Source: an optimization exercise on an open RTL-to-GDS flow (aim: small area). Production flows keep margins and buffers that such runs may drop.
Function was checked by simulation only, so behaviour that the tests miss may differ from the original.
Power figures rest on the tool's default switching activity, not on a simulated workload.

--- flow/run.sh ---
#!/bin/bash
# The standard layout with three changes:
#  - after the floorplan, OpenROAD's restructure re-maps the combinational
#    logic for area (flow/restructure.tcl); registers are untouched;
#  - the port buffers use the smallest buffer cell (every input and output
#    port still gets its own buffer);
#  - clock tree synthesis uses clkbuf_4 leaf buffers with sink clusters of
#    at most 10 flip-flops within 35 um, and no dummy loads, instead of
#    clkbuf_16 everywhere.
set -euo pipefail
KNOBS=(
  BUFFER_PORTS_ARGS="-buffer_cell sky130_fd_sc_hd__buf_1"
  CTS_ARGS="-sink_clustering_enable -repair_clock_nets -dont_use_dummy_load -buf_list sky130_fd_sc_hd__clkbuf_4 -sink_clustering_size 10 -sink_clustering_max_diameter 35"
)
bash standard.sh "${KNOBS[@]}" floorplan > flow_floorplan.log 2>&1
mkdir -p rs_work
RES_DIR=$PWD/orfs/results/$FLOW_PLATFORM/kisc_fb_framer/base RS_WORK=$PWD/rs_work \
  openroad -no_init -exit flow/restructure.tcl > restructure.log 2>&1
bash standard.sh "${KNOBS[@]}" finish > flow_make.log 2>&1
--- flow/restructure.tcl ---
# Area recovery on the floorplanned netlist: OpenROAD's restructure re-maps
# the combinational logic between the registers and ports with ABC for area.
# Registers, ports and the floorplan are left as they are.
set res $::env(RES_DIR)
set lib $::env(FLOW_HOME)/platforms/sky130hd/lib/sky130_fd_sc_hd__tt_025C_1v80.lib
read_liberty $lib
read_db $res/2_floorplan.odb
read_sdc $res/2_floorplan.sdc
source $::env(FLOW_HOME)/platforms/sky130hd/setRC.tcl
report_design_area
restructure -target area -liberty_file $lib \
  -tielo_port sky130_fd_sc_hd__conb_1/LO -tiehi_port sky130_fd_sc_hd__conb_1/HI \
  -work_dir $::env(RS_WORK) -abc_logfile $::env(RS_WORK)/abc.log
report_design_area
write_db $res/2_floorplan.odb
--- standard.sh ---
#!/bin/bash
# synth_recipe.tcl (not shown) runs the flow's synth.tcl, then flattens the netlist and writes it again
# the make line also repeats each setting of config.mk as NAME=value (left out here)
make -C /OpenROAD-flow-scripts/flow DESIGN_CONFIG=/design/flow/config.mk WORK_HOME=/design/flow/orfs CLKGATE_MAP_FILE= SYNTH_SCRIPT=/design/flow/synth_recipe.tcl "${@:-finish}"
--- config.mk ---
export PLATFORM = sky130hd
export DESIGN_NAME = kisc_fb_framer
export DESIGN_NICKNAME = kisc_fb_framer
export VERILOG_FILES = /design/flow/design.v
export SDC_FILE = /design/flow/constraint.sdc
export NUM_CORES = 4
export LEC_CHECK = 0
export CAP_MARGIN = 20
export CORE_MARGIN = 2
export CORE_UTILIZATION = 70
export SLEW_MARGIN = 20
--- constraint.sdc ---
create_clock -name core_clock -period 10.0 [get_ports {clk}]
set_input_delay 2.0000 -clock core_clock [delete_from_list [all_inputs] [get_ports {clk}]]
set_output_delay 2.0000 -clock core_clock [all_outputs]
set_load 0.01 [all_outputs]
--- design.v ---
module kisc_fb_validator (
    input  wire       clk,
    input  wire       run,         
    input  wire       en,          
    input  wire [5:0] pos,
    input  wire [7:0] b,
    output wire       ok           
);
    reg lo, hi;
    always @* begin
        lo = 1'b0;
        hi = 1'b0;
        case (pos)
            6'd2,  6'd4,  6'd6,  6'd7,  6'd9,  6'd11, 6'd13, 6'd15,
            6'd21, 6'd22, 6'd23, 6'd24, 6'd26, 6'd28, 6'd29, 6'd31,
            6'd33, 6'd35, 6'd37, 6'd43, 6'd44, 6'd45, 6'd46, 6'd48,
            6'd50, 6'd52, 6'd53, 6'd54, 6'd55:                     lo = 1'b1;
            6'd3,  6'd5,  6'd8,  6'd10, 6'd12, 6'd14, 6'd16, 6'd25,
            6'd27, 6'd30, 6'd32, 6'd34, 6'd36, 6'd38, 6'd47, 6'd49,
            6'd51, 6'd56:                                          hi = 1'b1;
            default: ;
        endcase
    end
    reg [7:0] acc_lo, acc_hi;
    always @(posedge clk) begin
        acc_lo <= run ? acc_lo ^ (b & {8{en & lo}}) : 8'd0;
        acc_hi <= run ? acc_hi ^ (b & {8{en & hi}}) : 8'd0;
    end
    assign ok = ({acc_hi, acc_lo} == 16'hAAAA);
endmodule
module kisc_fb_framer (
    input  wire         clk,
    input  wire         rst,
    input  wire [15:0]  stall_limit,    
    input  wire         in_valid,
    input  wire [7:0]   in_byte,
    output reg          in_ready,
    output reg          out_valid,
    output wire [455:0] out_frame,
    output reg          err_valid,
    output reg  [2:0]   err_kind,
    output reg          err_corrupt,
    output reg          err_link_reset,
    output wire [2:0]   state
);
    localparam integer L = 57;
    localparam [2:0] SEEK = 3'd0;
    localparam [2:0] ACC  = 3'd1;
    localparam [2:0] VAL  = 3'd2;
    localparam [2:0] DLV  = 3'd3;
    localparam [2:0] REJ  = 3'd4;
    localparam [7:0] SENTINEL = 8'hAA;
    reg [2:0]   st;
    reg [439:0] s;                  
    reg [5:0]   cnt;                
    reg [5:0]   rq_len;             
    reg [15:0]  rem;                
    assign out_frame = {s, SENTINEL, SENTINEL};
    assign state     = st;
    wire       in_acc      = (st == ACC);
    wire       seek_or_acc = (st == SEEK) || in_acc;
    wire       rq_empty    = (rq_len == 6'd0);
    wire       rq_first    = (rq_len == 6'd56);     
    wire       replay      = seek_or_acc && !rq_empty;
    wire       take        = seek_or_acc && rq_empty && in_valid;
    wire       have        = replay || take;
    wire       use_b       = have && !rq_first;     
    wire [7:0] b           = replay ? s[7:0] : in_byte;
    wire       is_aa       = (b == SENTINEL);
    wire       rem_low     = (rem[15:1] == 15'd0);
    wire       stall       = in_acc && !have && rem_low && rem[0];
    wire cs_ok;
    kisc_fb_validator u_val (
        .clk (clk),
        .run (in_acc),
        .en  (have),
        .pos (cnt),
        .b   (b),
        .ok  (cs_ok)
    );
    always @* begin
        in_ready       = 1'b0;
        out_valid      = 1'b0;
        err_valid      = 1'b0;
        err_kind       = 3'd0;
        err_corrupt    = 1'b0;
        err_link_reset = 1'b0;
        if (!rst) begin
            in_ready = seek_or_acc && rq_empty;
            if (stall) begin
                err_valid = 1'b1;
                err_kind  = 3'd3;    
            end
            if (st == DLV)
                out_valid = 1'b1;
            if (st == REJ) begin
                err_valid   = 1'b1;
                err_kind    = 3'd2;  
                err_corrupt = 1'b1;
            end
        end
    end
    always @(posedge clk) begin
        if (use_b)
            s <= {b, s[439:8]};
    end
    always @(posedge clk) begin
        rem <= in_acc ? rem - {15'd0, !rem_low} : stall_limit;
    end
    always @(posedge clk) begin
        if (rst) begin
            st     <= SEEK;
            cnt    <= 6'd0;
            rq_len <= 6'd0;
        end else begin
            if (replay)
                rq_len <= rq_len - 6'd1;
            case (st)
                SEEK: begin
                    if (rq_first)
                        cnt <= 6'd1;
                    else if (have) begin
                        if (!is_aa)
                            cnt <= 6'd0;
                        else if (!cnt[0])
                            cnt <= 6'd1;
                        else begin
                            cnt <= 6'd2;
                            st  <= ACC;
                        end
                    end
                end
                ACC: begin
                    if (have) begin
                        cnt <= cnt + 6'd1;
                        if (cnt == L - 1)
                            st <= VAL;
                    end else if (stall) begin
                        st  <= SEEK;
                        cnt <= 6'd0;
                    end
                end
                VAL: begin
                    st <= cs_ok ? DLV : REJ;
                end
                DLV: begin
                    cnt <= 6'd0;
                    st  <= SEEK;
                end
                REJ: begin
                    rq_len <= 6'd56;
                    cnt    <= 6'd0;
                    st     <= SEEK;
                end
                default: begin
                    st <= SEEK;
                end
            endcase
        end
    end
endmodule
==> results of run 1 <==
==> cells in the final DEF, fill, tap and decap left out, types with 2 or more instances in the layout <==
cell type	Yosys	final
a31oi_1	4	4
nor3_1	9	10
conb_1	2	36
nand4bb_1	1	2
buf_12	0	2
nand3_1	3	5
o21a_1	1	5
nor4bb_1	5	2
o311a_1	0	17
o21ai_0	39	43
nor2_1	22	42
o22a_1	0	4
buf_1	1	475
or3_1	22	4
o211ai_1	0	3
nand4_1	3	5
o311ai_0	2	4
a22oi_1	0	8
o2111a_1	1	2
or4_1	1	3
clkinv_1	0	66
nor2b_1	2	4
edfxtp_1	440	440
buf_4	20	2
o22ai_1	0	2
nor4_1	9	5
nand2b_1	4	2
dfxtp_1	49	49
clkbuf_4	0	58
nand2_1	37	24
a21oi_1	27	15
o32a_1	0	4
==> through the flow <==
| stage | instance area (um^2) | std cells |
|---|---|---|
| after floorplan | 16220 | 823 |
| after CTS | 18540 | 1640 |
| final | 18540 | 1641 |
| after global routing | 18540 | 1641 |
| after detailed placement | 18100 | 1582 |
| after global placement | 18100 | 1582 |
==> logic make-up (layout without fill, tap and decap cells) <==
kind of cell,Yosys count,in the layout
simple gates,137,109
other cells,2,37
fa+ha+maj,5,0
buf+inv,54,603
compound gates,91,116
flops,489,489
mux,11,0
xor+xnor,18,2
==> final timing paths <==
kind / startpoint / endpoint / slack, ns / depth (start not counted)
min reg2reg: s[378]$_DFFE_PP_ / s[370]$_DFFE_PP_ / 0.40 / 0
min: s[378]$_DFFE_PP_ / s[370]$_DFFE_PP_ / 0.40 / 0
max: in_valid / err_kind[1] / 4.58 / 8
max reg2reg: rem[11]$_DFF_P_ / u_val.hi$_DFF_P_ / 5.74 / 12
==> registers in the layout (all words and copies together) (netlist names) <==
register,flops
s,440
rem,16
u_val.acc_hi,8
u_val.acc_lo,8
cnt,6
rq_len,6
st,3
u_val.hi,1
u_val.lo,1
==> where the power goes <==
group	switching [mW]	internal [mW]
Sequential	0.558	3.72
Combinational	1.50	0.436
Clock	0.567	0.266
==> metal layers <==
layer	vias up	share of wire	global-route usage
li1	4125	-	-
met5	-	0	0
met1	4439	0.37	0.3714
met3	96	0.10	0.08556
met4	0	0.036	0.1083
met2	527	0.49	0.4570
==> area by class of cell <==
cell class / count / area, um^2 / share of cell area
Antenna cell: 1 / 2.502 / 0.0001350
Clock buffer: 58 / 435.4 / 0.02348
Inverter: 66 / 247.7 / 0.01336
Multi-Input combinational cell: 263 / 1469 / 0.07922
Sequential cell: 489 / 14190 / 0.7655
Tap cell: 285 / 356.6 / 0.01923
Timing Repair Buffer: 479 / 1838 / 0.09912
==> worst max-delay path: stages <==
cell and delay (ns):
buf_1 0.07, nand2b_1 0.16, nor2_1 0.32, clkinv_1 0.21
nor2_1 0.15, nand2_1 0.11, a21oi_1 0.21, buf_1 0.18
==> run_results.csv, run 1 <==
group,metric,value,unit
drt,vias,9187,
logic_synthesis,synth-simple-area-share,0.04793,
logic_synthesis,synth_top_family_by_area,"simple AND/OR/NAND/NOR gates",
logic_synthesis,ys_top_cells_by_count,"edfxtp_1 (440), dfxtp_1 (49), o21ai_0 (39)",
placement,place_ws,4.638,ns
drt,routed_via_density,5.598,
die,io-pin-count,494,
clocking,gates_resized_cts_repair,0,
timing,timing.slew.headroom,0.2661,
timing,maxSlewViolCount,0,
timing,fmax,184.4,MHz
status,status,"finished clean",
timing,final_period_minus_worst_setup_slack,5.423,ns
timing,timing.final.hold_violations,0,
die,floorplan.die.height,155.9,um
worst_setup_path,arrival_worst_endpoint,3.42,ns
logic_synthesis,synth_area_per_cell,20.02,um^2
placement,dpl.hpwl,25.66,mm
clocking,htreeDepth,2,
logic_synthesis,synth_area,16160,um^2
timing,layout_worst_path_cycle_share,0.5423,
global_routing,grt_remaining_overflow,0,
timing,worst_slack,4.577,ns
drt,routed_wl,35.72,mm
clocking,cts.repair_timing.setup_buffer_count,0,
clocking,cts_tree,"built",
drt,remaining_drc_errors,0,
logic_synthesis,synth_compound_gate_area_share,0.03469,
die,fp.dieW,155.9,um
cells_and_area,layout.filler_cells,1179,
global_routing,first_global_vias,8459,
logic_synthesis,synthMuxAreaShare,0.007666,
cells_and_area,fin_util,0.8190,
logic_synthesis,synth_seq_area_share,0.8784,
clocking,ctsLongestPathBuffers,3,
logic_synthesis,synth_enable_flop_cells,440,
logic_synthesis,arithmetic_cell_share_of_the_synthesized_area_counting_full_adders_half_adders_and_majority_gates,0.003871,
die,floorplan.die_area,24320,um^2
clocking,numCtsBuffers,58,
hold_path,worst_hold_class,"flip-flop to flip-flop",
logic_synthesis,synth-xor-area-share,0.009756,
pwr,post-layout-total-power,7.049,mW
clocking,clkSinkCount,489,
drt,routedWlPerCell,21.76,um
logic_synthesis,synth_top_cell_by_area,"edfxtp_1",
drt,first_iter_violations,951,
logic_synthesis,yosysUniqueCellTypes,60,
worst_setup_path,worst-setup-path-type,"primary input to output pin",
pwr,power_density,380.1,nW/um^2
cells_and_area,final_nets,1384,
placement,io_buffers,475,
placement,place_congestion,0.9108,
logic_synthesis,share_of_synthesized_flip_flops_with_an_asynchronous_set_or_reset,0,
drt,final_antenna_net_count,0,
clocking,cts.clk_slew.worst_paths,0.10,ns
worst_setup_path,worst-endpoint-required,8.00,ns
pwr,vdd_drop_max,0.2624,mV
logic_synthesis,ys_warnings,2,
global_routing,grt_max_degree,208,
logic_synthesis,ys.flop_type,"edfxtp_1",
timing,finalSetupViolCount,0,
global_routing,antenna_found_initial,1,
cells_and_area,drive_above_1_share,0.04649,
timing,timing.clock.skew,0.1080,ns
clocking,clockRootBuffer,"clkbuf_4",
drt,firstDrtPassIters,8,
logic_synthesis,netlist_top_cells_area,"edfxtp_1 (82%), dfxtp_1 (6.1%), o21ai_0 (1.2%), buf_4 (0.93%), nand2_1 (0.86%)",
clocking,worst_skew_pair.late_latency,0.74,ns
logic_synthesis,yosysMostFrequentCell,"edfxtp_1",
logic_synthesis,synth_top_area_frac,0.8177,
logic_synthesis,post_synthesis_instance_total,807,
flow_run,cap_viol_max_count,0,
timing,fin_worst_hold_slack,0.4040,ns
global_routing,globalRouteTotalUtil,0.2831,
worst_setup_path,cp-start-kind,"primary input",
cells_and_area,layout-area-overhead-vs-synth,14.75,%
die,design.core.area,22640,um^2
logic_synthesis,ys_seq_elements,489,
worst_setup_path,crit_path_max_fanout,5,
die,fp-row-count,55,
pwr,power.static_leakage,6.408,nW
timing,setup_total_negative_slack,0,ns
die,initial_utilization,0.7137,
clocking,holdBufCountCts,0,
timing,pin_slew_with_the_least_headroom_to_its_limit,1.101,ns
worst_setup_path,endpoint_kind,"output pin",
timing,rsz0062_at_grt,"no",
global_routing,grt_first_pass_wirelength,50.31,mm
==> run 2, diff against run 1 <==
--- a/flow/run.sh
+++ b/flow/run.sh
@@ -1,5 +1,9 @@
 #!/bin/bash
-# The standard layout with three changes:
+# The standard layout with four changes:
+#  - synthesis is the standard synthesis except that ABC maps the
+#    combinational logic for area (flow/my_synth.tcl, flow/area.abc); the
+#    registers are exactly the standard synthesis's;
 #  - after the floorplan, OpenROAD's restructure re-maps the combinational
-#    logic for area (flow/restructure.tcl); registers are untouched;
+#    logic for area once more, without don't-use cells, and cells left
+#    driving nothing are removed (flow/restructure.tcl); registers untouched;
 #  - the port buffers use the smallest buffer cell (every input and output
@@ -11,2 +15,4 @@
 KNOBS=(
+  SYNTH_SCRIPT="$PWD/flow/my_synth.tcl"
+  AREA_ABC_SCRIPT="$PWD/flow/area.abc"
   BUFFER_PORTS_ARGS="-buffer_cell sky130_fd_sc_hd__buf_1"
@@ -16,3 +22,6 @@
 mkdir -p rs_work
-RES_DIR=$PWD/orfs/results/$FLOW_PLATFORM/kisc_fb_framer/base RS_WORK=$PWD/rs_work \
+# the platform's don't-use cells (sky130hd's config.mk lists probe and lpflow cells)
+DONT_USE="sky130_fd_sc_hd__probe* sky130_fd_sc_hd__lpflow_*"
+python3 flow/filter_lib.py "$FLOW_HOME/platforms/$FLOW_PLATFORM/lib/sky130_fd_sc_hd__tt_025C_1v80.lib" rs_work/restructure.lib "$DONT_USE" > filter_lib.log 2>&1
+RES_DIR=$PWD/orfs/results/$FLOW_PLATFORM/kisc_fb_framer/base RS_WORK=$PWD/rs_work RS_LIB=$PWD/rs_work/restructure.lib DONT_USE_CELLS="$DONT_USE" \
   openroad -no_init -exit flow/restructure.tcl > restructure.log 2>&1
==> flow/area.abc (new file) <==
&get -n
&st
&dch
&nf -R 1000
&put
==> flow/filter_lib.py (new file) <==
#!/usr/bin/env python3
# Writes a copy of a liberty file without the cells that the platform marks
# don't-use (the DONT_USE_CELLS names, which may contain * wildcards), so that
# restructure's ABC cannot map logic onto them.
# usage: filter_lib.py IN OUT "DONT_USE_CELLS"
import fnmatch, re, sys
src, dst, pats = sys.argv[1], sys.argv[2], sys.argv[3].split()
text = open(src).read()
out = []
i = 0
cell = re.compile(r'^\s*cell\s*\(\s*"?([\w$]+)"?\s*\)\s*\{', re.M)
dropped = 0
while True:
    m = cell.search(text, i)
    if not m:
        out.append(text[i:])
        break
    # find the end of this cell group by brace counting
    depth, j = 0, m.end() - 1
    while True:
        c = text[j]
        if c == '{':
            depth += 1
        elif c == '}':
            depth -= 1
            if depth == 0:
                break
        j += 1
    name = m.group(1)
    if any(fnmatch.fnmatchcase(name, p) for p in pats):
        out.append(text[i:m.start()])
        dropped += 1
    else:
        out.append(text[i:j + 1])
    i = j + 1
open(dst, 'w').write(''.join(out))
print(f"filter_lib: dropped {dropped} cells")
==> flow/my_synth.tcl (new file) <==
# The standard synthesis (synth_recipe.tcl) with one change: ABC maps the
# combinational logic with flow/area.abc instead of ORFS's speed script.
# Everything before and after ABC, and so every register, is unchanged.
proc synth {args} { yosys synth -nofsm -noshare {*}$args }
set f [open $::env(SCRIPTS_DIR)/synth.tcl]
set body [read $f]
close $f
set old {log_cmd abc {*}$abc_args}
if {[string first $old $body] < 0} { error "my_synth.tcl: the abc call was not found in synth.tcl" }
set body [string map [list $old {log_cmd abc {*}[lreplace $abc_args 1 1 $::env(AREA_ABC_SCRIPT)]}] $body]
eval $body
# left out here: clear keep_hierarchy, flatten, clean up, hide names made inside functions, write 1_2_yosys.v
==> flow/restructure.tcl (replaced) <==
# Area recovery on the floorplanned netlist: OpenROAD's restructure re-maps
# the combinational logic between the registers and ports with ABC for area,
# using a liberty file without the platform's don't-use cells. Then cells
# whose outputs drive nothing (tie cells restructure leaves unused) are
# removed. Registers, ports and the floorplan are left as they are.
set res $::env(RES_DIR)
set lib $::env(FLOW_HOME)/platforms/sky130hd/lib/sky130_fd_sc_hd__tt_025C_1v80.lib
read_liberty $lib
read_db $res/2_floorplan.odb
read_sdc $res/2_floorplan.sdc
source $::env(FLOW_HOME)/platforms/sky130hd/setRC.tcl
set_dont_use $::env(DONT_USE_CELLS)
report_design_area
restructure -target area -liberty_file $::env(RS_LIB) \
  -tielo_port sky130_fd_sc_hd__conb_1/LO -tiehi_port sky130_fd_sc_hd__conb_1/HI \
  -work_dir $::env(RS_WORK) -abc_logfile $::env(RS_WORK)/abc.log
report_design_area

proc remove_dead_cells {} {
  set block [ord::get_db_block]
  set removed 0
  set again 1
  while {$again} {
    set again 0
    foreach inst [$block getInsts] {
      set master [$inst getMaster]
      if {[$master isBlock] || [$inst isFixed]} { continue }
      if {[string match "*df*" [$master getName]]} { continue }
      set nout 0
      set used 0
      foreach it [$inst getITerms] {
        if {![$it isOutputSignal]} { continue }
        incr nout
        set net [$it getNet]
        if {$net eq "NULL"} { continue }
        if {[llength [$net getITerms]] > 1 || [llength [$net getBTerms]] > 0} { set used 1 }
      }
      if {$nout == 0 || $used} { continue }
      foreach it [$inst getITerms] {
        if {[$it isOutputSignal]} {
          set net [$it getNet]
          if {$net ne "NULL"} { $it disconnect; odb::dbNet_destroy $net }
        }
      }
      odb::dbInst_destroy $inst
      incr removed
      set again 1
    }
  }
  puts "removed $removed cells that drive nothing"
}
remove_dead_cells
report_design_area
foreach inst [[ord::get_db_block] getInsts] {
  set m [[$inst getMaster] getName]
  foreach p $::env(DONT_USE_CELLS) {
    if {[string match $p $m]} { error "restructure used the don't-use cell $m" }
  }
}
write_db $res/2_floorplan.odb
==> run_results.csv, run 2 <==
group,metric,value,unit
logic_synthesis,share_of_synthesized_flip_flops_with_an_asynchronous_set_or_reset,0,
cells_and_area,layout_top_registers,"s: 440 flops, rem: 16 flops",
global_routing,first_global_vias,8338,
logic_synthesis,ys.flop_type,"edfxtp_1",
global_routing,globalRouteTotalUtil,0.2879,
drt,m1WireLength,13.22,mm
drt,routed_wl,35.90,mm
timing,timing.final.hold_violations,0,
cells_and_area,final_nets,1348,
logic_synthesis,yosysUniqueCellTypes,40,
timing,final_period_minus_worst_setup_slack,5.091,ns
timing,fin_worst_hold_slack,0.4081,ns
cells_and_area,commonest_non_fill_non_tap_cell_in_the_layout,"buf_1",
logic_synthesis,synth_area,15890,um^2
die,fp-row-count,55,
hold_path,worst_hold_class,"flip-flop to flip-flop",
worst_setup_path,max_stage_delay,0.32,ns
drt,routed_via_density,5.643,
worst_setup_path,endpoint_kind,"output pin",
cells_and_area,layout-area-overhead-vs-synth,15.85,%
drt,first_iter_violations,839,
pwr,power.static_leakage,6.346,nW
pwr,power_density,382.9,nW/um^2
timing,pin_slew_with_the_least_headroom_to_its_limit,0.7554,ns
worst_setup_path,timing.critical_path.slowest_stage_cell,"buf_1",
cells_and_area,layout.cells.most_common_list,"buf_1 (475), edfxtp_1 (440), clkbuf_4 (60)",
cells_and_area,max_flop_register,"s",
timing,finalSetupViolCount,0,
logic_synthesis,ys_warnings,2,
logic_synthesis,netlist_top_cells_area,"edfxtp_1 (83%), dfxtp_1 (6.2%), nor2_1 (1.4%), a21oi_1 (1.2%), o21ai_0 (0.98%)",
worst_setup_path,crit_path_max_fanout,14,
global_routing,grt_remaining_overflow,0,
logic_synthesis,post_synthesis_instance_total,795,
flow_run,cap_viol_max_count,0,
clocking,gates_resized_cts_repair,0,
logic_synthesis,synth_top_cell_by_area,"edfxtp_1",
drt,remaining_drc_errors,0,
worst_setup_path,worst-setup-path-type,"primary input to output pin",
cells_and_area,drive_above_1_share,0.05004,
placement,dpl.hpwl,25.80,mm
placement,io_buffers,475,
drt,firstDrtPassIters,5,
pwr,vdd_drop_max,0.2535,mV
logic_synthesis,synth_top_area_frac,0.8314,
drt,highest-signal-layer,"met4",
die,floorplan.die.height,154.7,um
cells_and_area,largest_reg_flops,440,
logic_synthesis,ys_seq_elements,489,
worst_setup_path,cp-start-kind,"primary input",
worst_setup_path,crit_family,"buffers and inverters",
clocking,numCtsBuffers,60,
logic_synthesis,synth_area_per_cell,19.99,um^2
worst_setup_path,critical_path.cell_chain,"buf_1, nor2_1, clkinv_1, nor2_1, buf_1",
logic_synthesis,synth_enable_flop_cells,440,
die,design.core.area,22430,um^2
global_routing,antenna_found_initial,1,
die,initial_utilization,0.7084,
clocking,worst_skew_pair.late_latency,0.70,ns
global_routing,grt_max_degree,225,
global_routing,grt_first_pass_wirelength,50.49,mm
die,io-pin-count,494,
timing,layout_worst_path_cycle_share,0.5091,
placement,place_congestion,0.8739,
timing,timing.slew.headroom,0.4964,
worst_setup_path,worst-endpoint-required,8.00,ns
worst_setup_path,arrival_worst_endpoint,3.09,ns
timing,maxSlewViolCount,0,
timing,setup_total_negative_slack,0,ns
worst_setup_path,worstPathBufferInverterCount,3,
cells_and_area,layout.filler_cells,1202,
logic_synthesis,ys_top_cells_by_count,"edfxtp_1 (440), nor2_1 (58), dfxtp_1 (49)",
logic_synthesis,yosysMostFrequentCell,"edfxtp_1",
clocking,cts_tree,"built",
clocking,clkSinkCount,489,
timing,timing.clock.skew,0.06414,ns
clocking,ctsLongestPathBuffers,3,
clocking,htreeDepth,2,
drt,vias,9063,
status,status,"finished clean",
clocking,holdBufCountCts,0,
drt,routedWlPerCell,22.36,um
die,fp.dieW,154.7,um
logic_synthesis,synth_seq_area_share,0.8931,
die,floorplan.die_area,23930,um^2
timing,rsz0062_at_grt,"no",
clocking,cts.repair_timing.setup_buffer_count,0,
drt,wl_met3,3.380,mm
clocking,clockRootBuffer,"clkbuf_4",
drt,final_antenna_net_count,0,
drt,route.met2.wl,18.16,mm
clocking,cts.clk_slew.worst_paths,0.10,ns
timing,fmax,196.4,MHz
run 2: cell types whose count changed in the layout (fill, tap and decap cells not counted), sizes merged, moves of 3 or more:
cell,change
conb,-18
clkinv,-14
nand2,+11
o21ai,-7
o21a,+6
o22a,-4
a21oi,-3
nor2,-3
nor2b,-3
o311ai,-3
run 2: routing by layer:
metal	track usage	vias to the layer above
met5	0	-
met4	0.09788	0
met3	0.08294	67
met2	0.4781	524
met1	0.3737	4421
li1	-	4051
run 2: where the power goes:
| group | switching [mW] | total (mW) | internal, mW | leakage (nW) |
|---|---|---|---|---|
| logic | 1.46 | 1.91 | 0.450 | 1.11 |
| clock network | 0.569 | 0.844 | 0.275 | 0.276 |
| registers | 0.575 | 4.29 | 3.72 | 4.96 |
run 2: path summary, 6_finish.rpt:
kind	from	endpoint	slack, ns	cells past startpoint
min	s[141]$_DFFE_PP_	s[133]$_DFFE_PP_	0.41	0
min reg2reg	s[141]$_DFFE_PP_	s[133]$_DFFE_PP_	0.41	0
max reg2reg	st[1]$_SDFFE_PP0P_	u_val.lo$_DFF_P_	5.26	18
max	rst	err_kind[0]	4.91	5
run 2: kinds of logic after synthesis:
| family | Yosys count | share of synthesized area |
|---|---|---|
| DFF | 489 | 0.8931 |
| and+or+nand+nor | 147 | 0.04346 |
| AOI/OAI and AO/OA | 91 | 0.03188 |
| xor gates and xnor gates | 15 | 0.008266 |
| other | 2 | 0.0004725 |
| buffers and inverters | 37 | 0.01323 |
| adders and majority gates | 5 | 0.003936 |
| muxes | 9 | 0.005669 |
run 2: cell type report:
cell class	count	area, um^2	share of cell area
inverters	52	195.2	0.01060
flip-flops and latches	489	14190	0.7709
diodes	2	5.005	0.0002718
well taps	285	356.6	0.01937
repair buffers	480	1886	0.1024
multi-input cells	238	1325	0.07197
clock buffers	60	450.4	0.02446
run 2: through the flow:
step                total power [mW]  instance area [um^2]  std cells  utilization  worst slack, ns
CTS                            7.069                 18350       1602       0.8180            4.918
detailed placement             6.224                 17900       1542       0.7979            4.919
floorplan                      4.583                 15960        811            -           0.8226
global placement               6.143                 17900       1542       0.7979            4.983
global route                   7.360                 18410       1606       0.8207            4.799
finish                         7.049                 18410       1606       0.8207            4.909
==> run 3, diff against run 2 <==
--- a/flow/run.sh
+++ b/flow/run.sh
@@ -6,4 +6,6 @@
 #  - after the floorplan, OpenROAD's restructure re-maps the combinational
-#    logic for area once more, without don't-use cells, and cells left
-#    driving nothing are removed (flow/restructure.tcl); registers untouched;
+#    logic for area once more, without don't-use cells, cells left
+#    driving nothing are removed, and tie cells that drive constant ports
+#    are paired to use both outputs (flow/restructure.tcl); registers
+#    untouched;
 #  - the port buffers use the smallest buffer cell (every input and output
==> flow/area.abc (replaced) <==
&get -n
&st
&dch
&nf -R 1000
&st
&dch
&nf -R 1000
&st
&dch
&nf -R 1000
&put
--- a/flow/restructure.tcl
+++ b/flow/restructure.tcl
@@ -52,2 +52,29 @@
 remove_dead_cells
+
+# A tie cell (conb_1) has a HI and a LO output, and repair_tie_fanout gives
+# each constant port a tie cell of its own, using one output. Pair them up:
+# a cell that drives a port from HI also drives one from LO.
+proc pair_tie_cells {} {
+  set his {}
+  set los {}
+  foreach inst [[ord::get_db_block] getInsts] {
+    if {[[$inst getMaster] getName] ne "sky130_fd_sc_hd__conb_1"} { continue }
+    set hn [[$inst findITerm HI] getNet]
+    set ln [[$inst findITerm LO] getNet]
+    if {$hn ne "NULL" && $ln eq "NULL"} { lappend his $inst }
+    if {$ln ne "NULL" && $hn eq "NULL"} { lappend los $inst }
+  }
+  set merged 0
+  foreach h $his l $los {
+    if {$h eq "" || $l eq ""} { break }
+    set lt [$l findITerm LO]
+    set net [$lt getNet]
+    $lt disconnect
+    odb::dbInst_destroy $l
+    [$h findITerm LO] connect $net
+    incr merged
+  }
+  puts "paired $merged tie cells"
+}
+pair_tie_cells
 report_design_area
==> run_results.csv, run 3 <==
group,metric,value,unit
timing,layout_worst_path_cycle_share,0.5162,
timing,maxSlewViolCount,0,
drt,final_antenna_net_count,0,
die,fp-row-count,55,
timing,rsz0062_at_grt,"no",
clocking,htreeDepth,2,
clocking,ctsLongestPathBuffers,3,
global_routing,peak_usage_layer_in_the_global_routing_report,"met2",
cells_and_area,layout.cells.most_common_list,"buf_1 (475), edfxtp_1 (440), clkinv_1 (62)",
cells_and_area,drive_above_1_share,0.04813,
hold_path,worst_hold_class,"flip-flop to flip-flop",
logic_synthesis,synth_enable_flop_cells,440,
worst_setup_path,worstPathBufferInverterCount,2,
logic_synthesis,ys_top_cells_by_count,"edfxtp_1 (440), nor2_1 (57), dfxtp_1 (49)",
timing,timing.clock.skew,0.06141,ns
logic_synthesis,yosysMostFrequentCell,"edfxtp_1",
flow_run,cap_viol_max_count,0,
logic_synthesis,ys_warnings,2,
logic_synthesis,ys.flop_type,"edfxtp_1",
cells_and_area,layout.filler_cells,1181,
cells_and_area,max_flop_register,"s",
drt,firstDrtPassIters,6,
global_routing,grt_first_pass_wirelength,49.24,mm
worst_setup_path,arrival_worst_endpoint,3.16,ns
worst_setup_path,endpoint_kind,"output pin",
clocking,gates_resized_cts_repair,0,
clocking,cts.clk_slew.worst_paths,0.10,ns
worst_setup_path,crit_family,"buffers and inverters",
cells_and_area,layout-area-overhead-vs-synth,15.80,%
die,design.core.area,22430,um^2
die,fp.dieW,154.5,um
die,floorplan.die.height,154.5,um
clocking,holdBufCountCts,0,
cells_and_area,commonest_non_fill_non_tap_cell_in_the_layout,"buf_1",
worst_setup_path,cp-start-kind,"primary input",
logic_synthesis,netlist_top_cells_area,"edfxtp_1 (83%), dfxtp_1 (6.2%), nor2_1 (1.3%), a21oi_1 (1.2%), buf_4 (0.90%)",
drt,routed_wl,34.33,mm
pwr,power_density,353.1,nW/um^2
placement,placedCellCount,1535,
global_routing,met3_usage,0.08518,
timing,fin_worst_hold_slack,0.4263,ns
drt,first_iter_violations,798,
global_routing,antenna_found_initial,2,
timing,setup_total_negative_slack,0,ns
worst_setup_path,max_stage_delay,0.60,ns
cells_and_area,layout_top_registers,"s: 440 flops, rem: 16 flops",
timing,pin_slew_with_the_least_headroom_to_its_limit,1.040,ns
placement,place_ws,4.872,ns
clocking,worst_skew_pair.late_latency,0.70,ns
logic_synthesis,synth_top_area_frac,0.8329,
die,io-pin-count,494,
logic_synthesis,synth_top_cell_by_area,"edfxtp_1",
timing,timing.final.hold_violations,0,
placement,io_buffers,475,
global_routing,grt_max_degree,229,
worst_setup_path,timing.critical_path.slowest_stage_cell,"buf_1",
timing,fmax,193.7,MHz
cells_and_area,final_area,18370,um^2
global_routing,globalRouteTotalUtil,0.2785,
global_routing,first_global_vias,8246,
logic_synthesis,synth_area,15860,um^2
drt,routedWlPerCell,21.52,um
worst_setup_path,critical_path.cell_chain,"buf_1, nor4_1, or2_0, buf_1",
worst_setup_path,crit_path_max_fanout,16,
placement,place_congestion,0.8862,
placement,dpl.hpwl,24.20,mm
logic_synthesis,share_of_synthesized_flip_flops_with_an_asynchronous_set_or_reset,0,
drt,remaining_drc_errors,0,
timing,worst_slack,4.838,ns
clocking,cts_tree,"built",
pwr,vdd_drop_max,0.3315,mV
clocking,clockRootBuffer,"clkbuf_4",
die,floorplan.die_area,23880,um^2
drt,routed_via_density,5.624,
logic_synthesis,synth_seq_area_share,0.8947,
cells_and_area,stdcell_count,1595,
global_routing,globalRouteMet2Util,0.4356,
timing,final_period_minus_worst_setup_slack,5.162,ns
cells_and_area,largest_reg_flops,440,
logic_synthesis,synth_area_per_cell,20.01,um^2
cells_and_area,final_nets,1346,
worst_setup_path,worst-endpoint-required,8.00,ns
clocking,numCtsBuffers,58,
worst_setup_path,worst-setup-path-type,"primary input to output pin",
status,status,"finished clean",
global_routing,globalRouteMet1Util,0.3803,
die,initial_utilization,0.7071,
timing,finalSetupViolCount,0,
global_routing,grt_remaining_overflow,0,
logic_synthesis,yosysUniqueCellTypes,39,
pwr,power.static_leakage,6.085,nW
drt,vias,8970,
timing,timing.slew.headroom,0.3067,
logic_synthesis,ys_seq_elements,489,
placement,dpl_cell_area,17900,um^2
clocking,clkSinkCount,489,
logic_synthesis,post_synthesis_instance_total,793,
clocking,cts.repair_timing.setup_buffer_count,0,
worst_setup_path,worst_path_most_repeated_cell,"buf_1",
run 3: cell families (layout without fill, tap and decap cells):
family,after synthesis,count (layout),share of synthesized area
flip-flops,489,489,0.8947
AND/OR/NAND/NOR,154,100,0.04606
AO/OA/AOI/OAI,85,111,0.02981
buffers and inverters,38,599,0.01349
XOR/XNOR,14,0,0.007729
multiplexers,6,0,0.003786
adder cells (fa/ha/maj),5,0,0.003944
other,2,11,0.0004734
run 3: power breakdown:
part	switching (mW)	leakage, nW	internal [mW]
Combinational	1.26	1.08	0.382
Clock	0.561	0.267	0.266
Sequential	0.476	4.74	3.54
Total	2.30	6.09	4.19
run 3: cell type report:
class,instances,area (um^2),area share
Clock buffer,58,435.4,0.02370
Multi-Input combinational cell,221,1291,0.07029
Timing Repair Buffer,479,1858,0.1011
Tap cell,285,356.6,0.01941
Antenna cell,1,2.502,0.0001362
Inverter,62,232.7,0.01267
Sequential cell,489,14190,0.7726
run 3: per-layer routing:
layer  part of all wire  up-vias
met5            0.00038        -
met4              0.032        2
met3              0.099       70
met2               0.49      495
met1               0.38     4348
li1                   -     4055
run 3: worst paths after layout:
kind                      startpoint          endpoint  slack, ns  depth (start not counted)
setup reg to reg  st[2]$_SDFFE_PP0P_  u_val.lo$_DFF_P_       5.11                         15
hold reg to reg      s[36]$_DFFE_PP_   s[28]$_DFFE_PP_       0.43                          0
hold / removal       s[36]$_DFFE_PP_   s[28]$_DFFE_PP_       0.43                          0
setup / recovery                 rst       err_kind[1]       4.84                          4
run 3: stage by stage:
stage | power [mW] | utilization
after floorplan | 4.560 | -
after global placement | 5.636 | 0.7981
after detailed placement | 5.685 | 0.7981
after CTS | 6.518 | 0.8175
after global routing | 6.796 | 0.8189
final | 6.486 | 0.8189
==> run 4, diff against run 3 <==
--- a/config.mk
+++ b/config.mk
@@ -9,3 +9,3 @@
 export CORE_MARGIN = 2
-export CORE_UTILIZATION = 70
+export CORE_UTILIZATION = 75
 export SLEW_MARGIN = 20
==> run_results.csv, run 4 <==
group,metric,value,unit
drt,first_iter_violations,961,
placement,placedCellCount,1527,
logic_synthesis,ys.flop_type,"edfxtp_1",
cells_and_area,largest_reg_flops,440,
timing,pin_slew_with_the_least_headroom_to_its_limit,1.039,ns
timing,setup_total_negative_slack,0,ns
cells_and_area,layout.filler_cells,881,
logic_synthesis,ys_warnings,2,
drt,routed_via_density,6.015,
logic_synthesis,yosysMostFrequentCell,"edfxtp_1",
global_routing,grt_remaining_overflow,0,
clocking,ctsLongestPathBuffers,3,
timing,layout_worst_path_cycle_share,0.5436,
status,status,"finished clean",
die,floorplan.die_area,22330,um^2
clocking,worst_skew_pair.late_latency,0.72,ns
timing,finalSetupViolCount,0,
pwr,netSwitchingPower,2.368,mW
clocking,holdBufCountCts,0,
clocking,cts_tree,"built",
worst_setup_path,arrival_worst_endpoint,6.10,ns
logic_synthesis,share_of_synthesized_flip_flops_with_an_asynchronous_set_or_reset,0,
timing,timing.slew.headroom,0.3054,
logic_synthesis,ys_top_cells_by_count,"edfxtp_1 (440), nor2_1 (57), dfxtp_1 (49)",
clocking,clkSinkCount,489,
cells_and_area,commonest_non_fill_non_tap_cell_in_the_layout,"buf_1",
cells_and_area,stdcell_count,1589,
pwr,power.static_leakage,6.074,nW
clocking,clockRootBuffer,"clkbuf_4",
pwr,intPower,4.185,mW
flow_run,cap_viol_max_count,0,
drt,remaining_drc_errors,0,
logic_synthesis,post_synthesis_instance_total,793,
die,fp-row-count,53,
placement,io_buffers,475,
clocking,cts.repair_timing.setup_buffer_count,0,
cells_and_area,layout_top_registers,"s: 440 flops, rem: 16 flops",
global_routing,grt_max_degree,197,
drt,vias,9558,
drt,final_antenna_net_count,0,
die,design.core.area,20890,um^2
logic_synthesis,netlist_top_cells_area,"edfxtp_1 (83%), dfxtp_1 (6.2%), nor2_1 (1.3%), a21oi_1 (1.2%), buf_4 (0.90%)",
timing,timing.final.hold_violations,0,
logic_synthesis,ys_seq_elements,489,
logic_synthesis,yosysUniqueCellTypes,39,
cells_and_area,max_flop_register,"s",
logic_synthesis,synth_area,15860,um^2
pwr,power.share.combinational,0.253,
die,io-pin-count,494,
cells_and_area,layout.cells.most_common_list,"buf_1 (475), edfxtp_1 (440), clkinv_1 (62)",
pwr,power_density,357.3,nW/um^2
global_routing,first_global_vias,8794,
pwr,power_frac_clock,0.127,
logic_synthesis,synth_area_per_cell,20.01,um^2
placement,dpl_cell_area,17890,um^2
timing,rsz0062_at_grt,"no",
placement,dpl.hpwl,27.45,mm
global_routing,antenna_found_initial,2,
die,floorplan.die.height,149.4,um
pwr,share_seq_of_total_power,0.619,
die,fp.dieW,149.4,um
drt,routed_wl,38.20,mm
cells_and_area,layout-area-overhead-vs-synth,15.61,%
hold_path,worst_hold_class,"flip-flop to flip-flop",
timing,fin_worst_hold_slack,0.4288,ns
clocking,numCtsBuffers,58,
worst_setup_path,cp-start-kind,"flip-flop",
cells_and_area,drive_above_1_share,0.04885,
global_routing,globalRouteTotalUtil,0.3287,
worst_setup_path,worst-setup-path-type,"flip-flop to flip-flop",
placement,place_ws,4.681,ns
global_routing,grt_first_pass_wirelength,53.19,mm
logic_synthesis,synth_top_cell_by_area,"edfxtp_1",
logic_synthesis,synth_enable_flop_cells,440,
drt,routedWlPerCell,24.04,um
timing,timing.clock.skew,0.06949,ns
die,initial_utilization,0.7594,
pwr,post-layout-total-power,6.553,mW
clocking,gates_resized_cts_repair,0,
worst_setup_path,endpoint_kind,"flip-flop",
timing,maxSlewViolCount,0,
timing,final_period_minus_worst_setup_slack,5.436,ns
timing,fmax,184.0,MHz
logic_synthesis,synth_top_area_frac,0.8329,
drt,firstDrtPassIters,5,
pwr,swShare,0.3614,
cells_and_area,fin_util,0.8780,
cells_and_area,final_nets,1347,
pwr,vdd_drop_max,0.2480,mV
worst_setup_path,crit_path_max_fanout,11,
clocking,htreeDepth,2,
placement,place_congestion,0.8371,
clocking,cts.clk_slew.worst_paths,0.11,ns
timing,worst_slack,4.564,ns
cells_and_area,final_area,18340,um^2
logic_synthesis,synth_seq_area_share,0.8947,
worst_setup_path,worst-endpoint-required,10.67,ns
-- run 4: worst paths after layout --
check / start / end / slack (ns) / cells past startpoint
worst min-delay path: s[251]$_DFFE_PP_ / s[243]$_DFFE_PP_ / 0.43 / 0
worst min register to register: s[251]$_DFFE_PP_ / s[243]$_DFFE_PP_ / 0.43 / 0
worst max register to register: st[2]$_SDFFE_PP0P_ / u_val.lo$_DFF_P_ / 4.56 / 15
worst max-delay path: st[2]$_SDFFE_PP0P_ / u_val.lo$_DFF_P_ / 4.56 / 15
-- run 4: metal layers --
metal  wire (um)  GRT usage  share of wire
met1       13150     0.4280           0.34
met3        4050    0.08140           0.11
met4        1576     0.1281          0.041
met5           0          0              0
met2       19410     0.5472           0.51
-- run 4: power by group through the flow --
stage                     Clock (mW)  Combinational (mW)  Sequential, mW
final                          0.835                1.66            4.06
after global routing           0.918                1.76            4.15
after CTS                      0.847                1.66            4.06
after detailed placement           0                1.66            4.08
after global placement             0                1.62            4.00
after floorplan                    0               0.255            4.31
-- run 4: logic make-up (layout without fill, tap and decap cells) --
| family | count (synthesis) | after routing | synth area share |
|---|---|---|---|
| flops | 489 | 489 | 0.8947 |
| simple gates | 154 | 100 | 0.04606 |
| xor+xnor | 14 | 0 | 0.007729 |
| mux | 6 | 0 | 0.003786 |
| buf+inv | 38 | 600 | 0.01349 |
| other cells | 2 | 14 | 0.0004734 |
| compound gates | 85 | 111 | 0.02981 |
| fa+ha+maj | 5 | 0 | 0.003944 |
-- run 4: critical path: stages, from the launching register on --
cell and delay [ns]:
dfxtp_1 0.40, nor2_1 0.21, clkinv_1 0.24, nor2_1 0.72, clkinv_1 0.62, a22oi_1 0.65, nand4_1 0.16, or3_1 0.38
nor3_1 0.28, o21ai_0 0.15, o22ai_1 0.45, clkinv_1 0.17, nor2_1 0.20, a21oi_1 0.12, o311ai_0 0.45, a31o_1 0.21
-- run 4: area by class of cell --
| cell class | instances | area, um^2 | area share |
|---|---|---|---|
| Timing Repair Buffer | 480 | 1833 | 0.09995 |
| Tap cell | 275 | 344.1 | 0.01876 |
| Inverter | 62 | 232.7 | 0.01269 |
| Multi-Input combinational cell | 221 | 1291 | 0.07041 |
| Antenna cell | 4 | 10.01 | 0.0005458 |
| Clock buffer | 58 | 435.4 | 0.02374 |
| Sequential cell | 489 | 14190 | 0.7739 |
==> run 5, diff against run 4 <==
==> flow/area.abc (replaced) <==
&get -n
&st
&deepsyn -T 30
&dch
&nf -R 1000
&put
==> run_results.csv, run 5 <==
group,metric,value,unit
status,status,"finished clean",
clocking,worst_skew_pair.late_latency,0.73,ns
cells_and_area,fin_util,0.8725,
global_routing,first_global_vias,8536,
global_routing,grt_max_degree,233,
die,floorplan.die.height,149.0,um
cells_and_area,max_flop_register,"s",
drt,remaining_drc_errors,0,
clocking,cts_tree,"built",
worst_setup_path,cp-start-kind,"flip-flop",
logic_synthesis,synth_area_per_cell,20.58,um^2
clocking,holdBufCountCts,0,
pwr,netSwitchingPower,2.356,mW
worst_setup_path,endpoint_kind,"output pin",
timing,final_period_minus_worst_setup_slack,5.364,ns
pwr,swShare,0.3625,
global_routing,globalRouteTotalUtil,0.3397,
hold_path,hold_path_depth,0,
placement,dpl.hpwl,28.05,mm
clocking,cts.clk_slew.worst_paths,0.10,ns
placement,dpl_cell_area,17700,um^2
worst_setup_path,worst-endpoint-required,8.00,ns
hold_path,worst_hold_class,"flip-flop to flip-flop",
drt,m1WireLength,12.99,mm
timing,layout_worst_path_cycle_share,0.5364,
die,io-pin-count,494,
pwr,vdd_drop_max,0.3204,mV
die,initial_utilization,0.7570,
cells_and_area,largest_reg_flops,440,
logic_synthesis,ys_seq_elements,489,
logic_synthesis,ys_top_cells_by_count,"edfxtp_1 (440), nor2_1 (52), dfxtp_1 (49)",
timing,rsz0062_at_grt,"no",
pwr,power.share.combinational,0.247,
timing,fmax,186.4,MHz
timing,timing.final.hold_violations,0,
timing,timing.slew.headroom,0.3903,
logic_synthesis,arithmetic_cell_share_of_the_synthesized_area_counting_full_adders_half_adders_and_majority_gates,0.003969,
clocking,gates_resized_cts_repair,0,
logic_synthesis,synth_seq_area_share,0.9005,
die,fp-row-count,53,
global_routing,grt_remaining_overflow,0,
pwr,intPower,4.143,mW
drt,wl_met3,4.312,mm
drt,routedWlPerCell,25.39,um
worst_setup_path,worst-setup-path-type,"flip-flop to output pin",
drt,vias,9452,
logic_synthesis,synth-simple-area-share,0.04151,
pwr,power_density,357.7,nW/um^2
global_routing,grt_first_pass_wirelength,53.99,mm
logic_synthesis,synth-xor-area-share,0.007223,
logic_synthesis,synth_compound_gate_area_share,0.02778,
pwr,power_frac_clock,0.131,
logic_synthesis,synth_top_family_by_area,"simple AND/OR/NAND/NOR gates",
clocking,cts.repair_timing.setup_buffer_count,0,
timing,setup_total_negative_slack,0,ns
drt,highest-signal-layer,"met4",
timing,pin_slew_with_the_least_headroom_to_its_limit,0.9141,ns
pwr,share_seq_of_total_power,0.622,
timing,maxSlewViolCount,0,
worst_setup_path,arrival_worst_endpoint,3.36,ns
logic_synthesis,ys.flop_type,"edfxtp_1",
placement,io_buffers,475,
flow_run,cap_viol_max_count,0,
clocking,clkSinkCount,489,
cells_and_area,final_nets,1308,
logic_synthesis,yosysUniqueCellTypes,37,
timing,finalSetupViolCount,0,
timing,timing.clock.skew,0.08067,ns
logic_synthesis,share_of_synthesized_flip_flops_with_an_asynchronous_set_or_reset,0,
worst_setup_path,crit_path_max_fanout,6,
cells_and_area,layout_top_registers,"s: 440 flops, rem: 16 flops",
drt,route.met2.wl,20.27,mm
logic_synthesis,ys_warnings,2,
cells_and_area,drive_above_1_share,0.05114,
logic_synthesis,synthMuxAreaShare,0.005715,
drt,final_antenna_net_count,0,
drt,firstDrtPassIters,7,
logic_synthesis,netlist_top_cells_area,"edfxtp_1 (84%), dfxtp_1 (6.2%), a21oi_1 (1.5%), nor2_1 (1.2%), buf_4 (0.90%)",
drt,routed_via_density,6.110,
logic_synthesis,yosysMostFrequentCell,"edfxtp_1",
logic_synthesis,synth_enable_flop_cells,440,
drt,first_iter_violations,973,
cells_and_area,final_area,18170,um^2
placement,place_congestion,0.9070,
die,floorplan.die_area,22190,um^2
logic_synthesis,synth_top_cell_by_area,"edfxtp_1",
cells_and_area,commonest_non_fill_non_tap_cell_in_the_layout,"buf_1",
die,fp.dieW,149.0,um
logic_synthesis,synth_area,15760,um^2
cells_and_area,layout-area-overhead-vs-synth,15.26,%
logic_synthesis,post_synthesis_instance_total,766,
clocking,clockRootBuffer,"clkbuf_4",
clocking,htreeDepth,2,
pwr,post-layout-total-power,6.499,mW
drt,routed_wl,39.27,mm
global_routing,antenna_found_initial,1,
clocking,ctsLongestPathBuffers,3,
logic_synthesis,synth_top_area_frac,0.8382,
clocking,numCtsBuffers,58,
cells_and_area,layout.cells.most_common_list,"buf_1 (475), edfxtp_1 (440), clkbuf_4 (58)",
die,design.core.area,20820,um^2
worst_setup_path,worstRegToRegCells,17,
pwr,power.static_leakage,5.935,nW
run 5: cell count changes after synthesis, sizes merged, moves of 4 or more:
cell	delta
and3	-4
a21oi	+7
nand2	-5
o21ai	-14
xnor2	-4
nor2	-5
run 5: kinds of logic after synthesis:
family / count (synthesis)
multiplexers: 9
other: 2
AO/OA/AOI/OAI: 79
XOR/XNOR: 13
buffers and inverters: 35
adder cells (fa/ha/maj): 5
AND/OR/NAND/NOR: 134
flip-flops: 489
run 5: path summary, 6_finish.rpt:
path | from | end | slack [ns]
max reg2reg | rq_len[0]$_SDFFE_PP0N_ | u_val.hi$_DFF_P_ | 5.13
min | s[76]$_DFFE_PP_ | s[68]$_DFFE_PP_ | 0.40
max | rq_len[0]$_SDFFE_PP0N_ | err_kind[1] | 4.64
min reg2reg | s[76]$_DFFE_PP_ | s[68]$_DFFE_PP_ | 0.40
run 5: metal layers:
metal / track usage / vias to the layer above
li1: - / 3955
met4: 0.1352 / 0
met5: 0 / -
met3: 0.09450 / 116
met2: 0.5694 / 735
met1: 0.4302 / 4646
run 5: power by group through the flow:
stage,clock [mW],combinational [mW],sequential (mW)
after global routing,0.925,1.70,4.13
after global placement,0,1.55,3.99
after floorplan,0,0.254,4.37
final,0.852,1.60,4.04
after CTS,0.850,1.59,4.04
after detailed placement,0,1.59,4.06
run 5: per-stage QoR:
stage,hold slack (ns),cells,worst slack [ns]
CTS,0.4101,1545,4.633
global route,0.4217,1547,4.491
detailed placement,0.4317,1487,4.834
global placement,0.4289,1487,4.912
finish,0.3990,1547,4.636
floorplan,0.4205,782,0.5868
run 5: layout make-up:
type                       instances  area (um^2)
antenna                            1        2.502
clock buffer                      58        435.4
fill                             883         2655
inverter                          30        112.6
multi-input combinational        213         1219
sequential                       489        14190
tap                              275        344.1
timing repair buffer             481         1861
run 5: critical path: stages (launching register included):
cell and delay, ns:
dfxtp_1 0.38, or3_1 0.48, nor4_1 0.47, clkinv_1 0.25
nor2_1 0.24, clkinv_1 0.15, nor3_1 0.34, or2_0 0.19
buf_1 0.16
==> run 6, diff against run 5 <==
--- a/flow/run.sh
+++ b/flow/run.sh
@@ -13,3 +13,3 @@
 #  - clock tree synthesis uses clkbuf_4 leaf buffers with sink clusters of
-#    at most 10 flip-flops within 35 um, and no dummy loads, instead of
+#    at most 11 flip-flops within 35 um, and no dummy loads, instead of
 #    clkbuf_16 everywhere.
@@ -20,3 +20,3 @@
   BUFFER_PORTS_ARGS="-buffer_cell sky130_fd_sc_hd__buf_1"
-  CTS_ARGS="-sink_clustering_enable -repair_clock_nets -dont_use_dummy_load -buf_list sky130_fd_sc_hd__clkbuf_4 -sink_clustering_size 10 -sink_clustering_max_diameter 35"
+  CTS_ARGS="-sink_clustering_enable -repair_clock_nets -dont_use_dummy_load -buf_list sky130_fd_sc_hd__clkbuf_4 -sink_clustering_size 11 -sink_clustering_max_diameter 35"
 )
==> flow/area.abc (replaced) <==
&get -n
&st
&dch
&nf -R 1000
&st
&dch
&nf -R 1000
&st
&dch
&nf -R 1000
&put
--- a/config.mk
+++ b/config.mk
@@ -9,3 +9,3 @@
 export CORE_MARGIN = 2
-export CORE_UTILIZATION = 75
+export CORE_UTILIZATION = 70
 export SLEW_MARGIN = 20
==> run_results.csv, run 6 <==
group,metric,value,unit
worst_setup_path,critical_path.reg2reg.endpoint,"u_val.lo$_DFF_P_",
clocking,ctsLongestPathBuffers,3,
worst_setup_path,endpoint_kind,"output pin",
hold_path,worst_hold_class,"flip-flop to flip-flop",
logic_synthesis,synth_area_per_cell,20.01,um^2
logic_synthesis,yosysUniqueCellTypes,39,
timing,layout_worst_path_cycle_share,0.5171,
clocking,worst_skew_pair.late_latency,0.71,ns
hold_path,hold_path_depth,0,
clocking,htreeDepth,2,
clocking,cts.repair_timing.setup_buffer_count,0,
logic_synthesis,synth_enable_flop_cells,440,
logic_synthesis,post_synthesis_instance_total,793,
timing,timing.slew.headroom,0.2765,
logic_synthesis,ys_seq_elements,489,
drt,firstDrtPassIters,5,
global_routing,met3_usage,0.07985,
clocking,numCtsBuffers,56,
cells_and_area,max_flop_register,"s",
cells_and_area,layout-area-overhead-vs-synth,15.70,%
drt,routedWlPerCell,21.63,um
die,fp-row-count,55,
logic_synthesis,share_of_synthesized_flip_flops_with_an_asynchronous_set_or_reset,0,
die,io-pin-count,494,
drt,routed_via_density,5.650,
logic_synthesis,netlist_top_cells_area,"edfxtp_1 (83%), dfxtp_1 (6.2%), nor2_1 (1.3%), a21oi_1 (1.2%), buf_4 (0.90%)",
placement,place_congestion,0.8862,
placement,dpl_cell_area,17900,um^2
hold_path,startpoint_of_the_most_critical_hold_path,"s[16]$_DFFE_PP_",
logic_synthesis,ys.flop_type,"edfxtp_1",
cells_and_area,largest_reg_flops,440,
pwr,power_density,352.9,nW/um^2
hold_path,hold-path-endpoint,"s[8]$_DFFE_PP_",
timing,timing.clock.skew,0.08311,ns
timing,pin_slew_with_the_least_headroom_to_its_limit,1.085,ns
global_routing,antenna_found_initial,1,
worst_setup_path,arrival_worst_endpoint,3.17,ns
timing,maxSlewViolCount,0,
placement,placedCellCount,1535,
cells_and_area,layout_top_registers,"s: 440 flops, rem: 16 flops",
die,fp.dieW,154.5,um
worst_setup_path,reg2reg_slack,5.16,ns
logic_synthesis,yosysMostFrequentCell,"edfxtp_1",
clocking,cts.clk_slew.worst_paths,0.10,ns
worst_setup_path,crit_path_max_fanout,16,
placement,dpl.hpwl,24.20,mm
timing,timing.final.hold_violations,0,
cells_and_area,final_area,18360,um^2
worst_setup_path,worstRegToRegCells,15,
drt,remaining_drc_errors,0,
timing,fmax,193.4,MHz
clocking,gates_resized_cts_repair,0,
flow_run,cap_viol_max_count,0,
timing,final_period_minus_worst_setup_slack,5.171,ns
cells_and_area,stdcell_count,1593,
clocking,cts_tree,"built",
cells_and_area,commonest_non_fill_non_tap_cell_in_the_layout,"buf_1",
global_routing,grt_first_pass_wirelength,49.20,mm
timing,fin_worst_hold_slack,0.4123,ns
die,design.core.area,22430,um^2
placement,io_buffers,475,
drt,routed_wl,34.46,mm
global_routing,first_global_vias,8317,
timing,rsz0062_at_grt,"no",
worst_setup_path,cp-start-kind,"primary input",
worst_setup_path,worst-setup-path-type,"primary input to output pin",
cells_and_area,final_nets,1344,
clocking,holdBufCountCts,0,
pwr,vdd_drop_max,0.3381,mV
status,status,"finished clean",
clocking,clkSinkCount,489,
placement,place_ws,4.872,ns
logic_synthesis,synth_top_cell_by_area,"edfxtp_1",
drt,final_antenna_net_count,0,
global_routing,globalRouteMet1Util,0.3789,
drt,vias,9001,
logic_synthesis,synth_top_area_frac,0.8329,
timing,setup_total_negative_slack,0,ns
worst_setup_path,r2r-start,"st[2]$_SDFFE_PP0P_",
die,initial_utilization,0.7071,
logic_synthesis,synth_area,15860,um^2
global_routing,grt_max_degree,229,
pwr,post-layout-total-power,6.477,mW
logic_synthesis,ys_warnings,2,
global_routing,globalRouteTotalUtil,0.2789,
global_routing,peak_usage_layer_in_the_global_routing_report,"met2",
die,floorplan.die_area,23880,um^2
cells_and_area,layout.cells.most_common_list,"buf_1 (475), edfxtp_1 (440), clkinv_1 (62)",
timing,worst_slack,4.829,ns
die,floorplan.die.height,154.5,um
cells_and_area,drive_above_1_share,0.04667,
global_routing,grt_remaining_overflow,0,
clocking,clockRootBuffer,"clkbuf_4",
worst_setup_path,worst-endpoint-required,8.00,ns
global_routing,globalRouteMet2Util,0.4411,
cells_and_area,fin_util,0.8182,
logic_synthesis,ys_top_cells_by_count,"edfxtp_1 (440), nor2_1 (57), dfxtp_1 (49)",
drt,first_iter_violations,784,
timing,finalSetupViolCount,0,
pwr,power.static_leakage,6.076,nW
logic_synthesis,synth_seq_area_share,0.8947,
run 6: worst max-delay path: stages:
cell	delay (ns)
buf_1	0.61
nor2_1	0.15
or2_0	0.27
buf_1	0.13
run 6: logic make-up after synthesis:
group | Yosys count | synth area share
AND/OR/NAND/NOR | 154 | 0.04606
buffers and inverters | 38 | 0.01349
other | 2 | 0.0004734
flip-flops | 489 | 0.8947
XOR/XNOR | 14 | 0.007729
adder cells (fa/ha/maj) | 5 | 0.003944
AO/OA/AOI/OAI | 85 | 0.02981
multiplexers | 6 | 0.003786
run 6: worst max path at each step:
| stage | from | end | slack, ns | depth (start not counted) |
|---|---|---|---|---|
| after floorplan | in_valid | s[0]$_DFFE_PP_ | 1.66 | 3 |
| after global routing | st[2]$_SDFFE_PP0P_ | u_val.lo$_DFF_P_ | 4.64 | 15 |
| after global placement | rst | err_kind[1] | 4.90 | 4 |
| final | rst | err_kind[1] | 4.83 | 4 |
| after CTS | rst | err_kind[1] | 4.87 | 4 |
| after detailed placement | rst | err_kind[1] | 4.87 | 4 |
run 6: routing by layer:
| layer | up-vias | part of all wire |
|---|---|---|
| li1 | 4052 | - |
| met1 | 4347 | 0.38 |
| met2 | 518 | 0.49 |
| met3 | 84 | 0.098 |
| met4 | 0 | 0.035 |
| met5 | - | 0 |
run 6: final cells by class:
type | instances | area, um^2
inverter | 62 | 232.7
timing repair buffer | 479 | 1858
tap | 285 | 356.6
fill | 1184 | 4079
antenna | 1 | 2.502
sequential | 489 | 14190
clock buffer | 56 | 420.4
multi-input combinational | 221 | 1291
run 6: where the power goes:
| part | internal, mW | total (mW) | switching, mW |
|---|---|---|---|
| sequential | 3.54 | 4.02 | 0.476 |
| combinational | 0.382 | 1.64 | 1.26 |
| clock | 0.257 | 0.817 | 0.560 |
| total | 4.18 | 6.48 | 2.30 |
==> run 7, diff against run 6 <==
--- a/flow/run.sh
+++ b/flow/run.sh
@@ -13,3 +13,3 @@
 #  - clock tree synthesis uses clkbuf_4 leaf buffers with sink clusters of
-#    at most 11 flip-flops within 35 um, and no dummy loads, instead of
+#    at most 10 flip-flops within 25 um, and no dummy loads, instead of
 #    clkbuf_16 everywhere.
@@ -20,3 +20,3 @@
   BUFFER_PORTS_ARGS="-buffer_cell sky130_fd_sc_hd__buf_1"
-  CTS_ARGS="-sink_clustering_enable -repair_clock_nets -dont_use_dummy_load -buf_list sky130_fd_sc_hd__clkbuf_4 -sink_clustering_size 11 -sink_clustering_max_diameter 35"
+  CTS_ARGS="-sink_clustering_enable -repair_clock_nets -dont_use_dummy_load -buf_list sky130_fd_sc_hd__clkbuf_4 -sink_clustering_size 10 -sink_clustering_max_diameter 25"
 )
==> flow/area.abc (replaced) <==
&get -n
&st
&deepsyn -T 30
&dch
&nf -R 1000
&put
--- a/config.mk
+++ b/config.mk
@@ -9,3 +9,3 @@
 export CORE_MARGIN = 2
-export CORE_UTILIZATION = 70
+export CORE_UTILIZATION = 80
 export SLEW_MARGIN = 20
==> run_results.csv, run 7 <==
group,metric,value,unit
drt,routed_wl,50.86,mm
timing,final_period_minus_worst_setup_slack,6.319,ns
cells_and_area,final_nets,1341,
timing,pin_slew_with_the_least_headroom_to_its_limit,1.498,ns
placement,io_buffers,475,
clocking,ctsLongestPathBuffers,3,
global_routing,grt_remaining_overflow,0,
global_routing,antenna_found_initial,1,
worst_setup_path,worst-endpoint-required,10.55,ns
die,floorplan.die_area,20840,um^2
timing,rsz0062_at_grt,"no",
logic_synthesis,synth_area,15760,um^2
drt,final_antenna_net_count,0,
logic_synthesis,share_of_synthesized_flip_flops_with_an_asynchronous_set_or_reset,0,
die,io-pin-count,494,
drt,routed_via_density,6.990,
cells_and_area,largest_reg_flops,440,
drt,first_iter_violations,1766,
logic_synthesis,ys_warnings,2,
global_routing,grt_max_degree,182,
worst_setup_path,crit_path_max_fanout,13,
pwr,power.static_leakage,6.079,nW
clocking,holdBufCountCts,0,
placement,place_congestion,0.9091,
timing,finalSetupViolCount,0,
hold_path,worst_hold_class,"flip-flop to flip-flop",
logic_synthesis,netlist_top_cells_area,"edfxtp_1 (84%), dfxtp_1 (6.2%), a21oi_1 (1.5%), nor2_1 (1.2%), buf_4 (0.90%)",
logic_synthesis,ys_seq_elements,489,
pwr,vdd_drop_max,0.2416,mV
logic_synthesis,synth_top_area_frac,0.8382,
clocking,clkSinkCount,489,
cells_and_area,layout-area-overhead-vs-synth,16.66,%
timing,setup_total_negative_slack,0,ns
drt,firstDrtPassIters,6,
logic_synthesis,synth_seq_area_share,0.9005,
timing,maxSlewViolCount,1,
die,fp.dieW,144.4,um
logic_synthesis,yosysUniqueCellTypes,37,
cells_and_area,max_flop_register,"s",
die,design.core.area,19400,um^2
worst_setup_path,endpoint_kind,"flip-flop",
drt,remaining_drc_errors,0,
logic_synthesis,ys.flop_type,"edfxtp_1",
logic_synthesis,synth_enable_flop_cells,440,
cells_and_area,layout.cells.most_common_list,"buf_1 (475), edfxtp_1 (440), clkbuf_4 (92)",
status,violations,"capacitance limit, slew limit",
die,initial_utilization,0.8126,
clocking,cts.clk_slew.worst_paths,0.12,ns
worst_setup_path,cp-start-kind,"flip-flop",
timing,timing.final.hold_violations,0,
clocking,cts_tree,"built",
die,fp-row-count,51,
timing,fmax,158.3,MHz
global_routing,first_global_vias,10250,
logic_synthesis,synth_top_cell_by_area,"edfxtp_1",
logic_synthesis,yosysMostFrequentCell,"edfxtp_1",
clocking,htreeDepth,3,
timing,layout_worst_path_cycle_share,0.6319,
timing,fin_worst_hold_slack,0.4077,ns
die,floorplan.die.height,144.4,um
placement,dpl.hpwl,29.40,mm
clocking,cts.repair_timing.setup_buffer_count,0,
flow_run,cap_viol_max_count,1,
cells_and_area,stdcell_count,1571,
global_routing,globalRouteTotalUtil,0.4694,
cells_and_area,drive_above_1_share,0.07515,
cells_and_area,commonest_non_fill_non_tap_cell_in_the_layout,"buf_1",
status,status,"finished with violations",
worst_setup_path,worst-setup-path-type,"flip-flop to flip-flop",
logic_synthesis,ys_top_cells_by_count,"edfxtp_1 (440), nor2_1 (52), dfxtp_1 (49)",
worst_setup_path,arrival_worst_endpoint,6.87,ns
logic_synthesis,synth_area_per_cell,20.58,um^2
drt,routedWlPerCell,32.38,um
timing,timing.slew.headroom,-0.008063,
cells_and_area,layout_top_registers,"s: 440 flops, rem: 16 flops",
placement,placedCellCount,1477,
global_routing,grt_first_pass_wirelength,67.73,mm
clocking,gates_resized_cts_repair,0,
clocking,clockRootBuffer,"clkbuf_4",
pwr,power_density,379.0,nW/um^2
clocking,numCtsBuffers,92,
logic_synthesis,post_synthesis_instance_total,766,
timing,timing.clock.skew,0.08703,ns
clocking,worst_skew_pair.late_latency,0.74,ns
drt,vias,10980,
-- run 7: changes by cell type in the layout (fill, tap and decap cells not counted), moves of 4 or more --
| cell | delta |
|---|---|
| clkbuf_4 | +36 |
| clkinv_1 | -32 |
| o21ai_0 | -18 |
| a31oi_1 | +17 |
| o311a_1 | -17 |
| a22oi_1 | +8 |
| o22a_1 | +6 |
| nand3_1 | +5 |
| a2bb2oi_1 | +4 |
| o21a_1 | -4 |
| o22ai_1 | +4 |
| or4_1 | -4 |
-- run 7: path summary, 6_finish.rpt --
check,start,end,slack [ns],cells past startpoint
setup reg to reg,st[1]$_SDFFE_PP0P_,u_val.hi$_DFF_P_,3.68,17
setup / recovery,st[1]$_SDFFE_PP0P_,u_val.hi$_DFF_P_,3.68,17
hold reg to reg,s[347]$_DFFE_PP_,s[339]$_DFFE_PP_,0.41,0
hold / removal,s[347]$_DFFE_PP_,s[339]$_DFFE_PP_,0.41,0
-- run 7: stage by stage --
| step | cell area (um^2) | utilization | setup slack (ns) | power, mW |
|---|---|---|---|---|
| 2_1_floorplan | 15820 | - | 0.5868 | 4.622 |
| 3_3_place_gp | 17690 | 0.9119 | 4.871 | 5.524 |
| 3_5_place_dp | 17690 | 0.9119 | 4.791 | 5.671 |
| 4_1_cts | 18380 | 0.9475 | 4.381 | 6.847 |
| 5_1_grt | 18390 | 0.9478 | 3.744 | 7.136 |
| 6_report | 18390 | 0.9479 | 3.681 | 6.970 |
-- run 7: layout make-up --
cell class,instances,area [um^2]
fillers,418,1010
multi-input cells,213,1219
well taps,265,331.6
clock buffers,92,690.7
flip-flops and latches,489,14190
diodes,2,5.005
inverters,30,112.6
repair buffers,480,1837
-- run 7: worst max-delay path, cell delays in order, from the launching register on --
cell and delay (ns):
dfxtp_1 0.42, nor2_1 0.27, clkinv_1 0.32, nor2_1 0.75, clkinv_1 0.67, o22ai_1 0.50
nand3_1 0.15, nor4_1 0.67, nor2_1 0.09, a2bb2oi_1 0.16, o22ai_1 0.54, clkinv_1 0.26
nor2_1 0.29, o21ai_0 0.17, o21ai_0 0.22, clkinv_1 0.20, o22ai_1 0.33, nor3_1 0.12
-- run 7: kinds of logic (layout without fill, tap and decap cells) --
family,Yosys count,in the layout,synth area share
AOI/OAI and AO/OA,79,105,0.02778
muxes,9,0,0.005715
DFF,489,489,0.9005
other,2,12,0.0004764
xor gates and xnor gates,13,0,0.007223
adders and majority gates,5,0,0.003969
buffers and inverters,35,602,0.01286
and+or+nand+nor,134,98,0.04151
-- run 7: routing by layer --
metal,vias to the layer above,GRT usage,part of all wire
met5,-,0,0
met4,0,0.3413,0.095
met3,401,0.1685,0.15
met2,1522,0.7433,0.48
met1,5040,0.5327,0.28
li1,4018,-,-
-- run 7: where the power goes --
part	switching [mW]	total (mW)	internal (mW)
Combinational	1.35	1.71	0.361
Sequential	0.621	4.14	3.52
Clock	0.696	1.12	0.421

[static timing again, ports no longer ideal]
In the flow no input, the clock included, has a driving cell. The finished layouts below were timed again as built, in two steps. Step 1 assumes that a clkbuf_16 drives the clock port and a buf_2 every other input. Step 2 also shifts input and output timing later by t, the mid clock arrival at the registers, as if the neighbouring blocks saw the same clock. Three values: no drivers, after step 1, after step 2; two values: the first two.
| run | shift t [ns] | slack for setup (ns) |
|---|---|---|
| run 1 | 0.734 | 4.577 / 4.548 / 4.548 |
| run 2 | 0.721 | 4.909 / 4.887 / 4.814 |
| run 3 | 0.717 | 4.838 / 4.807 / 4.807 |
| run 4 | 0.729 | 4.564 / 4.564 / 4.564 |
| run 5 | 0.734 | 4.636 / 4.589 / 4.782 |
| run 6 | 0.716 | 4.829 / 4.800 / 4.800 |
| run 7 | 0.744 | 3.681 / 3.681 / 3.681 |
